What follows belongs to an exercise in optimizing a design on an open flow for small area, a short achievable clock period and few clock cycles; a production flow would make more cautious choices.
Function was checked by simulation only, so behaviour that the tests miss may differ from the original.
Power and IR drop assume default switching activity.

===== flow/run.sh =====
#!/bin/bash
# synth_recipe.tcl (not shown) runs the flow's synth.tcl, then flattens the netlist and writes it again
# the make line also repeats each setting of config.mk as NAME=value (left out here)
make -C /OpenROAD-flow-scripts/flow DESIGN_CONFIG=/design/flow/config.mk WORK_HOME=/design/flow/orfs CLKGATE_MAP_FILE= SYNTH_SCRIPT=/design/flow/synth_recipe.tcl finish

===== flow/config.mk =====
export PLATFORM = sky130hd
export DESIGN_NAME = h1_parser
export DESIGN_NICKNAME = h1_parser
export VERILOG_FILES = /design/flow/design.v
export SDC_FILE = /design/flow/constraint.sdc
export NUM_CORES = 4
export LEC_CHECK = 0
export CAP_MARGIN = 20
export CORE_MARGIN = 2
export CORE_UTILIZATION = 40
export PLACE_DENSITY = 0.6
export SLEW_MARGIN = 20

===== flow/constraint.sdc =====
create_clock -name core_clock -period 5.5 [get_ports {clk}]
set_input_delay 1.1000 -clock core_clock [delete_from_list [all_inputs] [get_ports {clk}]]
set_output_delay 1.1000 -clock core_clock [all_outputs]
set_load 0.01 [all_outputs]

===== flow/design.v =====
module h1_crc8 (
    input  wire [31:0] crc_in,
    input  wire [7:0]  data,
    output wire [31:0] crc_out
);
    wire [31:0] s0 = crc_in ^ {24'd0, data};
    wire [31:0] s1 = s0[0] ? ((s0 >> 1) ^ 32'hEDB88320) : (s0 >> 1);
    wire [31:0] s2 = s1[0] ? ((s1 >> 1) ^ 32'hEDB88320) : (s1 >> 1);
    wire [31:0] s3 = s2[0] ? ((s2 >> 1) ^ 32'hEDB88320) : (s2 >> 1);
    wire [31:0] s4 = s3[0] ? ((s3 >> 1) ^ 32'hEDB88320) : (s3 >> 1);
    wire [31:0] s5 = s4[0] ? ((s4 >> 1) ^ 32'hEDB88320) : (s4 >> 1);
    wire [31:0] s6 = s5[0] ? ((s5 >> 1) ^ 32'hEDB88320) : (s5 >> 1);
    wire [31:0] s7 = s6[0] ? ((s6 >> 1) ^ 32'hEDB88320) : (s6 >> 1);
    wire [31:0] s8 = s7[0] ? ((s7 >> 1) ^ 32'hEDB88320) : (s7 >> 1);
    assign crc_out = s8;
endmodule
module h1_parser (
    input  wire        clk,
    input  wire        rst,
    input  wire        cmd_valid,
    output wire        cmd_ready,
    input  wire [15:0] cmd_len,
    input  wire [31:0] cmd_seed,
    input  wire [2:0]  cmd_crc_len,
    input  wire        din_valid,
    output wire        din_ready,
    input  wire [31:0] din_data,
    output wire        rsp_valid,
    input  wire        rsp_ready,
    output reg  [2:0]  rsp_status,
    output reg  [2:0]  rsp_kind,
    output reg  [31:0] rsp_w0,
    output reg  [31:0] rsp_w1,
    output reg  [31:0] rsp_w2,
    output reg  [31:0] rsp_w3,
    output reg  [15:0] rsp_h,
    output reg  [7:0]  rsp_b0,
    output reg  [7:0]  rsp_b1
);
    localparam [2:0] ST_OK = 3'd0, ST_UNKNOWN = 3'd1, ST_TRUNCATED = 3'd2,
                     ST_CRC = 3'd3, ST_TRAILING = 3'd4, ST_MALFORMED = 3'd5;
    localparam [2:0] K_SREQ = 3'd0, K_SREP = 3'd1, K_PING = 3'd2, K_OOO = 3'd3,
                     K_ACK = 3'd4, K_DATA = 3'd5, K_FRAG = 3'd6, K_MULTI = 3'd7;
    localparam [1:0] S_IDLE = 2'd0, S_SEED = 2'd1, S_DATA = 2'd2, S_RESP = 2'd3;
    localparam [1:0] M_PFX0 = 2'd0, M_PFX2 = 2'd1, M_PFX4 = 2'd2, M_SUB = 2'd3;
    reg [1:0]  state;
    reg [15:0] len;
    reg [2:0]  crc_len;
    reg [15:0] load_left;    
    reg [31:0] buf_data;     
    reg [2:0]  buf_cnt;
    reg [31:0] crc;
    reg [31:0] seed_sr;
    reg [1:0]  seed_cnt;
    reg [31:0] trl;          
    reg [15:0] p;            
    reg [7:0]  op_hi;
    reg [2:0]  kind;
    reg [2:0]  n_eff;        
    reg [15:0] body_end;     
    reg [2:0]  early_err;    
    reg [2:0]  body_err;     
    reg [7:0]  hdr [0:19];   
    reg        zero_found;   
    reg [1:0]  m_state;
    reg [2:0]  m_cnt;        
    reg [31:0] m_val;
    reg [15:0] sub_len;
    reg [15:0] sub_j;
    reg [7:0]  sub_op_hi;
    reg [2:0]  sub_kind;
    reg        sub_zero;
    reg [15:0] m_count;
    integer i;
    assign cmd_ready = (state == S_IDLE);
    assign rsp_valid = (state == S_RESP);
    wire consume = (state == S_DATA) && (buf_cnt != 3'd0);
    assign din_ready = ((state == S_SEED) || (state == S_DATA)) && (load_left != 16'd0) &&
                       ((buf_cnt == 3'd0) || ((buf_cnt == 3'd1) && consume));
    wire din_fire = din_valid && din_ready;
    wire [7:0]  b = buf_data[7:0];
    wire [7:0]  crc_byte = (state == S_SEED) ? seed_sr[7:0] : b;
    wire [31:0] crc_next;
    h1_crc8 u_crc8 (.crc_in(crc), .data(crc_byte), .crc_out(crc_next));
    reg [3:0] o_cls, s_cls;
    always @(*) begin
        case ({op_hi, b})
            16'h0001: o_cls = {1'b1, K_SREQ};
            16'h0002: o_cls = {1'b1, K_SREP};
            16'h0006: o_cls = {1'b1, K_PING};
            16'h0011: o_cls = {1'b1, K_OOO};
            16'h0015: o_cls = {1'b1, K_ACK};
            16'h0009: o_cls = {1'b1, K_DATA};
            16'h000D: o_cls = {1'b1, K_FRAG};
            16'h0003: o_cls = {1'b1, K_MULTI};
            default:  o_cls = {1'b0, 3'd0};
        endcase
        case ({sub_op_hi, b})
            16'h0001: s_cls = {1'b1, K_SREQ};
            16'h0002: s_cls = {1'b1, K_SREP};
            16'h0006: s_cls = {1'b1, K_PING};
            16'h0011: s_cls = {1'b1, K_OOO};
            16'h0015: s_cls = {1'b1, K_ACK};
            16'h0009: s_cls = {1'b1, K_DATA};
            16'h000D: s_cls = {1'b1, K_FRAG};
            16'h0003: s_cls = {1'b1, K_MULTI};
            default:  s_cls = {1'b0, 3'd0};
        endcase
    end
    reg [4:0] o_min, o_exact, s_min, s_exact;
    always @(*) begin
        case (o_cls[2:0])
            K_SREQ:       begin o_min = 5'd18; o_exact = 5'd0;  end
            K_SREP:       begin o_min = 5'd22; o_exact = 5'd22; end
            K_PING:       begin o_min = 5'd2;  o_exact = 5'd2;  end
            K_OOO, K_ACK: begin o_min = 5'd4;  o_exact = 5'd4;  end
            K_MULTI:      begin o_min = 5'd2;  o_exact = 5'd0;  end
            default:      begin o_min = 5'd4;  o_exact = 5'd0;  end
        endcase
        case (s_cls[2:0])
            K_SREQ:       begin s_min = 5'd18; s_exact = 5'd0;  end
            K_SREP:       begin s_min = 5'd22; s_exact = 5'd22; end
            K_PING:       begin s_min = 5'd2;  s_exact = 5'd2;  end
            K_OOO, K_ACK: begin s_min = 5'd4;  s_exact = 5'd4;  end
            K_MULTI:      begin s_min = 5'd2;  s_exact = 5'd0;  end
            default:      begin s_min = 5'd4;  s_exact = 5'd0;  end
        endcase
    end
    wire [2:0]  o_kind   = o_cls[2:0];
    wire        o_bear   = (o_kind == K_OOO) || (o_kind == K_ACK) || (o_kind == K_DATA) ||
                           (o_kind == K_FRAG) || (o_kind == K_MULTI);
    wire [2:0]  o_n      = o_bear ? crc_len : 3'd0;
    wire [15:0] o_e      = len - {13'd0, o_n};
    wire [16:0] o_need   = {12'd0, o_min} + {14'd0, o_n};
    wire        in_body  = (p >= 16'd2) && (p < body_end) && (early_err == ST_OK) && (body_err == ST_OK);
    wire [15:0] rem_after = body_end - p - 16'd1;    
    wire        s_zero_now = (sub_kind == K_SREQ) && (b == 8'd0) && (sub_j >= 16'd18) && !sub_zero;
    reg  [31:0] trl_mask;
    always @(*) begin
        case (n_eff)
            3'd0:    trl_mask = 32'h00000000;
            3'd1:    trl_mask = 32'h000000FF;
            3'd2:    trl_mask = 32'h0000FFFF;
            3'd3:    trl_mask = 32'h00FFFFFF;
            default: trl_mask = 32'hFFFFFFFF;
        endcase
    end
    wire        crc_ok   = (((trl ^ ~crc) & trl_mask) == 32'd0);
    wire        sreq_bad = (kind == K_SREQ) && !zero_found;
    wire [2:0]  final_status = (early_err != ST_OK) ? early_err :
                               !crc_ok              ? ST_CRC :
                               (body_err != ST_OK)  ? body_err :
                               sreq_bad             ? ST_TRUNCATED : ST_OK;
    reg        ent_valid;
    reg [31:0] ent_l;
    always @(*) begin
        ent_valid = 1'b0;
        ent_l     = 32'd0;
        case (m_state)
            M_PFX0: begin
                ent_valid = (b != 8'hFF);
                ent_l     = {24'd0, b};
            end
            M_PFX2: begin
                ent_valid = (m_cnt == 3'd1) && ({m_val[7:0], b} != 16'hFFFF);
                ent_l     = {16'd0, m_val[7:0], b};
            end
            M_PFX4: begin
                ent_valid = (m_cnt == 3'd3);
                ent_l     = {m_val[23:0], b};
            end
            default: ;
        endcase
    end
    always @(posedge clk) begin
        if (rst) begin
            state      <= S_IDLE;
            len        <= 16'd0;
            crc_len    <= 3'd0;
            load_left  <= 16'd0;
            buf_data   <= 32'd0;
            buf_cnt    <= 3'd0;
            crc        <= 32'd0;
            seed_sr    <= 32'd0;
            seed_cnt   <= 2'd0;
            trl        <= 32'd0;
            p          <= 16'd0;
            op_hi      <= 8'd0;
            kind       <= 3'd0;
            n_eff      <= 3'd0;
            body_end   <= 16'd0;
            early_err  <= ST_OK;
            body_err   <= ST_OK;
            zero_found <= 1'b0;
            m_state    <= M_PFX0;
            m_cnt      <= 3'd0;
            m_val      <= 32'd0;
            sub_len    <= 16'd0;
            sub_j      <= 16'd0;
            sub_op_hi  <= 8'd0;
            sub_kind   <= 3'd0;
            sub_zero   <= 1'b0;
            m_count    <= 16'd0;
            for (i = 0; i < 20; i = i + 1) hdr[i] <= 8'd0;
            rsp_status <= 3'd0;
            rsp_kind   <= 3'd0;
            rsp_w0     <= 32'd0;
            rsp_w1     <= 32'd0;
            rsp_w2     <= 32'd0;
            rsp_w3     <= 32'd0;
            rsp_h      <= 16'd0;
            rsp_b0     <= 8'd0;
            rsp_b1     <= 8'd0;
        end else begin
            if (din_fire) begin
                buf_data <= din_data;
                if (load_left >= 16'd4) begin
                    buf_cnt   <= 3'd4;
                    load_left <= load_left - 16'd4;
                end else begin
                    buf_cnt   <= load_left[2:0];
                    load_left <= 16'd0;
                end
            end else if (consume) begin
                buf_data <= buf_data >> 8;
                buf_cnt  <= buf_cnt - 3'd1;
            end
            case (state)
                S_IDLE: begin
                    if (cmd_valid) begin
                        len        <= cmd_len;
                        crc_len    <= cmd_crc_len;
                        load_left  <= cmd_len;
                        buf_cnt    <= 3'd0;
                        crc        <= 32'hFFFFFFFF;
                        seed_sr    <= cmd_seed;
                        seed_cnt   <= 2'd0;
                        trl        <= 32'd0;
                        p          <= 16'd0;
                        kind       <= 3'd0;
                        n_eff      <= 3'd0;
                        body_end   <= 16'd0;
                        early_err  <= (cmd_len < 16'd2) ? ST_TRUNCATED : ST_OK;
                        body_err   <= ST_OK;
                        zero_found <= 1'b0;
                        m_state    <= M_PFX0;
                        m_count    <= 16'd0;
                        state      <= S_SEED;
                    end
                end
                S_SEED: begin
                    crc      <= crc_next;
                    seed_sr  <= seed_sr >> 8;
                    seed_cnt <= seed_cnt + 2'd1;
                    if (seed_cnt == 2'd3)
                        state <= S_DATA;
                end
                S_DATA: begin
                    if (p == len) begin
                        state      <= S_RESP;
                        rsp_status <= final_status;
                        rsp_kind   <= 3'd0;
                        rsp_w0     <= 32'd0;
                        rsp_w1     <= 32'd0;
                        rsp_w2     <= 32'd0;
                        rsp_w3     <= 32'd0;
                        rsp_h      <= 16'd0;
                        rsp_b0     <= 8'd0;
                        rsp_b1     <= 8'd0;
                        if (final_status == ST_OK) begin
                            rsp_kind <= kind;
                            case (kind)
                                K_SREQ: begin
                                    rsp_w0 <= {hdr[0],  hdr[1],  hdr[2],  hdr[3]};
                                    rsp_w1 <= {hdr[4],  hdr[5],  hdr[6],  hdr[7]};
                                    rsp_w2 <= {hdr[8],  hdr[9],  hdr[10], hdr[11]};
                                    rsp_w3 <= {hdr[12], hdr[13], hdr[14], hdr[15]};
                                    rsp_h  <= len - 16'd19;
                                end
                                K_SREP: begin
                                    rsp_w0 <= {hdr[0],  hdr[1],  hdr[2],  hdr[3]};
                                    rsp_w1 <= {hdr[4],  hdr[5],  hdr[6],  hdr[7]};
                                    rsp_b0 <= hdr[8];
                                    rsp_b1 <= hdr[9];
                                    rsp_h  <= {hdr[10], hdr[11]};
                                    rsp_w2 <= {hdr[12], hdr[13], hdr[14], hdr[15]};
                                    rsp_w3 <= {hdr[16], hdr[17], hdr[18], hdr[19]};
                                end
                                K_OOO, K_ACK: begin
                                    rsp_h  <= {hdr[0], hdr[1]};
                                end
                                K_DATA, K_FRAG: begin
                                    rsp_h  <= {hdr[0], hdr[1]};
                                    rsp_w0 <= {16'd0, body_end - 16'd4};
                                end
                                K_MULTI: begin
                                    rsp_w0 <= {16'd0, m_count};
                                end
                                default: ;
                            endcase
                        end
                    end else if (consume) begin
                        p <= p + 16'd1;
                        if (p < 16'd2 || p < body_end)
                            crc <= crc_next;
                        else
                            trl <= {trl[23:0], b};
                        if (p == 16'd0)
                            op_hi <= b;
                        if (p == 16'd1) begin
                            kind     <= o_kind;
                            n_eff    <= o_n;
                            body_end <= o_e;
                            if (early_err == ST_OK) begin
                                if (!o_cls[3])
                                    early_err <= ST_UNKNOWN;
                                else if ({1'b0, len} < o_need)
                                    early_err <= ST_TRUNCATED;
                                else if ((o_exact != 5'd0) && (o_e > {11'd0, o_exact}))
                                    body_err <= ST_TRAILING;
                            end
                        end
                        if (p >= 16'd2 && p < 16'd22)
                            hdr[p[4:0] - 5'd2] <= b;
                        if (in_body && kind == K_SREQ && p >= 16'd18 && b == 8'd0 && !zero_found) begin
                            zero_found <= 1'b1;
                            if (p != len - 16'd1)
                                body_err <= ST_TRAILING;
                        end
                        if (in_body && kind == K_MULTI) begin
                            if (ent_valid) begin
                                if (ent_l > {16'd0, rem_after} || ent_l < 32'd2) begin
                                    body_err <= ST_TRUNCATED;
                                end else begin
                                    sub_len  <= ent_l[15:0];
                                    sub_j    <= 16'd0;
                                    sub_zero <= 1'b0;
                                    m_state  <= M_SUB;
                                end
                            end
                            case (m_state)
                                M_PFX0: begin
                                    if (b == 8'hFF) begin
                                        m_val   <= 32'd0;
                                        m_cnt   <= 3'd0;
                                        m_state <= M_PFX2;
                                        if (rem_after == 16'd0) body_err <= ST_MALFORMED;
                                    end
                                end
                                M_PFX2: begin
                                    m_val <= {m_val[23:0], b};
                                    m_cnt <= m_cnt + 3'd1;
                                    if (m_cnt == 3'd1 && !ent_valid) begin
                                        m_cnt   <= 3'd0;
                                        m_state <= M_PFX4;
                                    end
                                    if (!ent_valid && rem_after == 16'd0) body_err <= ST_MALFORMED;
                                end
                                M_PFX4: begin
                                    m_val <= {m_val[23:0], b};
                                    m_cnt <= m_cnt + 3'd1;
                                    if (!ent_valid && rem_after == 16'd0) body_err <= ST_MALFORMED;
                                end
                                M_SUB: begin
                                    sub_j <= sub_j + 16'd1;
                                    if (sub_j == 16'd0)
                                        sub_op_hi <= b;
                                    if (sub_j == 16'd1) begin
                                        sub_kind <= s_cls[2:0];
                                        if (!s_cls[3])
                                            body_err <= ST_UNKNOWN;
                                        else if (s_cls[2:0] == K_MULTI)
                                            body_err <= ST_MALFORMED;
                                        else if ({11'd0, s_min} > sub_len)
                                            body_err <= ST_TRUNCATED;
                                        else if ((s_exact != 5'd0) && (sub_len > {11'd0, s_exact}))
                                            body_err <= ST_TRAILING;
                                    end
                                    if (s_zero_now) begin
                                        sub_zero <= 1'b1;
                                        if (sub_j != sub_len - 16'd1)
                                            body_err <= ST_TRAILING;
                                    end
                                    if (sub_j == sub_len - 16'd1) begin
                                        if (sub_j >= 16'd2 && sub_kind == K_SREQ && !sub_zero && !s_zero_now)
                                            body_err <= ST_TRUNCATED;
                                        m_count <= m_count + 16'd1;
                                        m_state <= M_PFX0;
                                    end
                                end
                            endcase
                        end
                    end
                end
                S_RESP: begin
                    if (rsp_ready)
                        state <= S_IDLE;
                end
            endcase
        end
    end
endmodule

==> results by group <==
Outcome
  • Outcome: complete, no violations

GRT
  • Remaining global-route overflow: 0
  • First-pass GRT wire length: between 150000 and 200000 µm
  • Vias in the first global route: around 26000
  • Number of antenna violations at the first check in global routing: 2
  • Global-route total usage across every layer: around 25%
  • Pin count of the biggest net entering global routing: around 140

Synth
  • Count of unique library cells instantiated by Yosys: 85
  • Synth top area share: between 20% and 30%
  • Yosys warnings: 1
  • Share of flip-flops with an asynchronous set or reset after synthesis: 0%
  • Average footprint of a synthesized cell: 8.96 µm²
  • Synth area leader: dfxtp_1
  • Yosys reg bits: about 640
  • Leading cell type by number of instances after synthesis: dfxtp_1
  • Post-Synthesis Cells: 3652
  • Share of the yosys chip area belonging to registers: roughly 44%
  • Commonest cells in the synthesized netlist: dfxtp_1, nor2_1, nand2_1
  • Most frequently used flop master after synthesis: dfxtp_1
  • Post-synth EDFFs: 160
  • Post-Syn Nets: 3844
  • Post-synth design cell area: 32700 µm²
  • Leading cell types by total area after synthesis: dfxtp_1, edfxtp_1, nor2_1

Timing
  • Slew HR: 23.3%
  • Shortest clock period the worst path allows after layout: ~5.1 ns
  • Final period util: between 90 and 100%
  • Endpoints failing hold: 0
  • Tightest Pin Transition: about 1.1 ns
  • Post-Route Setup TNS: 0 ns
  • Layout Skew: around 0.045 ns
  • Top achievable clock speed: approximately 200 MHz
  • Number of slew-limit violations in the final report: 0
  • Final-report setup violation count: 0
  • Unrepaired setup endpoints after global routing: false

Route
  • Wirelength per Cell: 21.7 µm
  • Vias per inst: around 5.6
  • Drt initial violations: 2438
  • Remaining DRCs: 0
  • 1st-pass router iterations: 6
  • Detailed-route wire length: about 110000 µm
  • ANT nets after route: 0
  • Total number of vias: 27500

Pwr
  • Max rail drop VDD: between 300 and 400 µV
  • Total power density per cell area: between 400 and 500 nW/µm²
  • Leakage: roughly 14 nW
  • PnR Total Power: between 15 and 20 mW

Die
  • Width of the die: 290 µm
  • Num rows: roughly 100
  • Core area: approximately 80000 µm²
  • Y dimension of the die: about 290 µm
  • Starting density of the core: between 40% and 50%
  • Overall die area: about 84000 µm²
  • I/O pin count: around 260

Clocking
  • Number of clock sinks: 641
  • H-tree levels: 3
  • Clock Pin Slew Worst Setup and Hold Paths: 0.06 ns
  • CTS Buffer Depth: 3
  • TritonCTS clock tree: done
  • Clock buffers created by TritonCTS: 74
  • Cell at the root of the clock tree: clkbuf_16
  • Clock network latency to the later pin of the worst-skew pair: 0.65 ns

Worst setup path
  • CP peak stage delay: ~0.45 ns
  • CP Max Fanout: 7
  • Required time of the worst setup path: ~6.0 ns
  • Launching point of the worst reg2reg path: p[5]
  • Register-to-register setup slack: 0.38 ns
  • Nature of the critical path startpoint: flip-flop
  • Critical Setup Path Class: flip-flop to flip-flop
  • CP Cell Sequence: inv_1 -> ha_1 -> or2_2 -> a21oi_1 -> a211oi_1 -> o31ai_2 -> buf_4 -> nand3_1 -> o311ai_2 -> inv_1 -> ha_1 -> and4_1 -> nand3_1 -> a211oi_1 -> nor4_1 -> o211ai_1 -> nor4b_4 -> nor2_1 -> buf_4 -> nor2_1 -> and3_1 -> mux2_2
  • Path depth of the worst reg2reg path: 22
  • Endpoint class of the critical path: flip-flop
  • Data arrival at the endpoint of the critical path: ~5.7 ns
  • Endpoint of the most critical register-to-register path: sub_j[14]
  • Slowest library cell on the worst path: dfxtp_1

Finish
  • Footprint of the multi-input gates: roughly 17000 µm²
  • Final layout net count: 4004
  • Filler instances: between 7000 and 8000
  • Layout cells sized above 1: between 8 and 9%
  • Sequential cell area: around 14000 µm²
  • Diodes inserted: 0
  • Syn-to-layout area delta: 18.7%

Place
  • Number of buffer cells added on primary ports: between 200 and 300
  • Gpl congestion: between 0.9 and 1
  • Final HPWL from detailed placement: around 75000 µm

Flow run
  • Reported max-cap violation count: 0

Min path
  • Hold path start: buf_data[21]
  • Worst hold-check path type: flip-flop to flip-flop
  • Hold Path Stages: 2
  • Hold Path Sink: buf_data[13]
## registers in the layout, indices dropped and copies added, names as in the netlist, 8 cells and up, named ones only
register and count:
sub_j 16, rsp_w0 32, sub_op_hi 8, len 16, rsp_h 16, rsp_w2 32, rsp_w3 32, m_count 16
body_end 16, seed_sr 32, load_left 16, p 16, rsp_w1 32, rsp_b0 8, trl 32, m_val 24
sub_len 16, crc 32, rsp_b1 8, hdr 160, buf_data 32, op_hi 8
## cell usage in the layout (no fill, tap or decap), drive strengths merged, types with 85 or more instances in the layout
master	synthesis	routed
dfxtp	481	481
nor2	477	477
nand2	329	329
clkdlybuf4s50	0	255
a21oi	207	207
a22oi	189	189
and2	188	188
edfxtp	160	160
xnor2	159	159
nand3	117	117
clkbuf	230	102
ha	101	101
inv	87	92
xor2	85	85
## cell families after synthesis
| family | after synthesis | share of synthesized area [%] |
|---|---|---|
| mux | 141 | 4.59 |
| fa+ha+maj | 104 | 4.05 |
| buf+inv | 342 | 4.01 |
| compound gates | 754 | 15.8 |
| flops | 641 | 44.1 |
| xor+xnor | 244 | 6.56 |
| simple gates | 1426 | 20.9 |
## layer usage
layer	part of all wire, %	up-vias	track usage, %
li1	-	13200	-
met1	45	13200	34.1
met2	45	903	39.3
met3	6.1	186	4.04
met4	3.9	0	9.77
met5	0	-	0
## layout make-up
class / instances / share of cell area, %
clock buffer: 102 / 5.45
clock inverter: 36 / 0.973
timing repair buffer: 337 / 8.29
inverter: 89 / 0.860
multi-input combinational: 2669 / 43.8
sequential: 641 / 37.2
tap: 1060 / 3.41
## worst max-delay path, delay by kind of cell, from the launching register on
family                     cells  cell delay, ns
and+or+nand+nor                9            1.87
AOI/OAI and AO/OA              6            1.17
adders and majority gates      2            0.63
buffers and inverters          4            0.59
DFF                            1            0.45
muxes                          1            0.32
## repair_timing
item / in CTS / in global routing
endpoints found under the setup margin: 0 / 32
setup buffers: 0 / 1
gates resized for setup: 0 / 4
hold buffers: 0 / 0
## where the power goes
group          internal [mW]  switching [mW]  total [mW]
clock network           2.88            2.16        5.04
registers               5.25           0.434        5.68
logic                   2.33            3.83        6.16
total                   10.5            6.42        16.9
## worst max path at each step
| stage | slack, ns | from | end |
|---|---|---|---|
| 6_report | 0.38 | p[5] | sub_j[14] |
| 5_1_grt | 0.02 | p[5] | sub_j[14] |
| 4_1_cts | 0.12 | p[3] | sub_j[14] |
| 3_5_place_dp | 0.15 | p[3] | sub_j[4] |
| 3_3_place_gp | 0.26 | p[3] | sub_j[15] |
| 2_1_floorplan | 0.22 | p[3] | sub_j[10] |
## stage by stage
stage	util [%]	instance area [µm²]	setup WS, ns	std cells	hold slack (ns)
after CTS	48.0	38800	0.120	4932	0.453
after global routing	48.1	38800	0.0204	4934	0.483
after detailed placement	44.9	36300	0.147	4794	0.444
after global placement	44.9	36300	0.260	4794	0.438
after floorplan	-	32700	0.218	3652	0.426
final	48.1	38800	0.376	4934	0.451
Testbench counts, summed over its fixed seeds: cycles 241,546.

==> what the ideal ports hide <==
Ports are ideal in the flow. The routed layout listed here was re-timed in OpenROAD.
Step 1, drivers: a clkbuf_16 drives clk and a buf_2 each remaining input, both assumed.
Step 2 adds t to the input delays and takes it off the output delays; t is the mean of the earliest and latest rising clock arrival at the registers after step 1. Input paths then give back, and output paths get back, about the clock's delay inside the block.
a / b / c = no drivers / after step 1 / after step 2; a / b = the first two.
shift t [ns]: 0.691
setup WS [ns]: 0.376 / 0.376 / 0.376
worst setup path after step 2: register to register
clock arrival spread, ns: 0.045 / 0.045
After both steps setup and hold are still met in this run. The setup slack of this run moves by 0.000 ns with the drivers and by 0.000 ns with both steps.
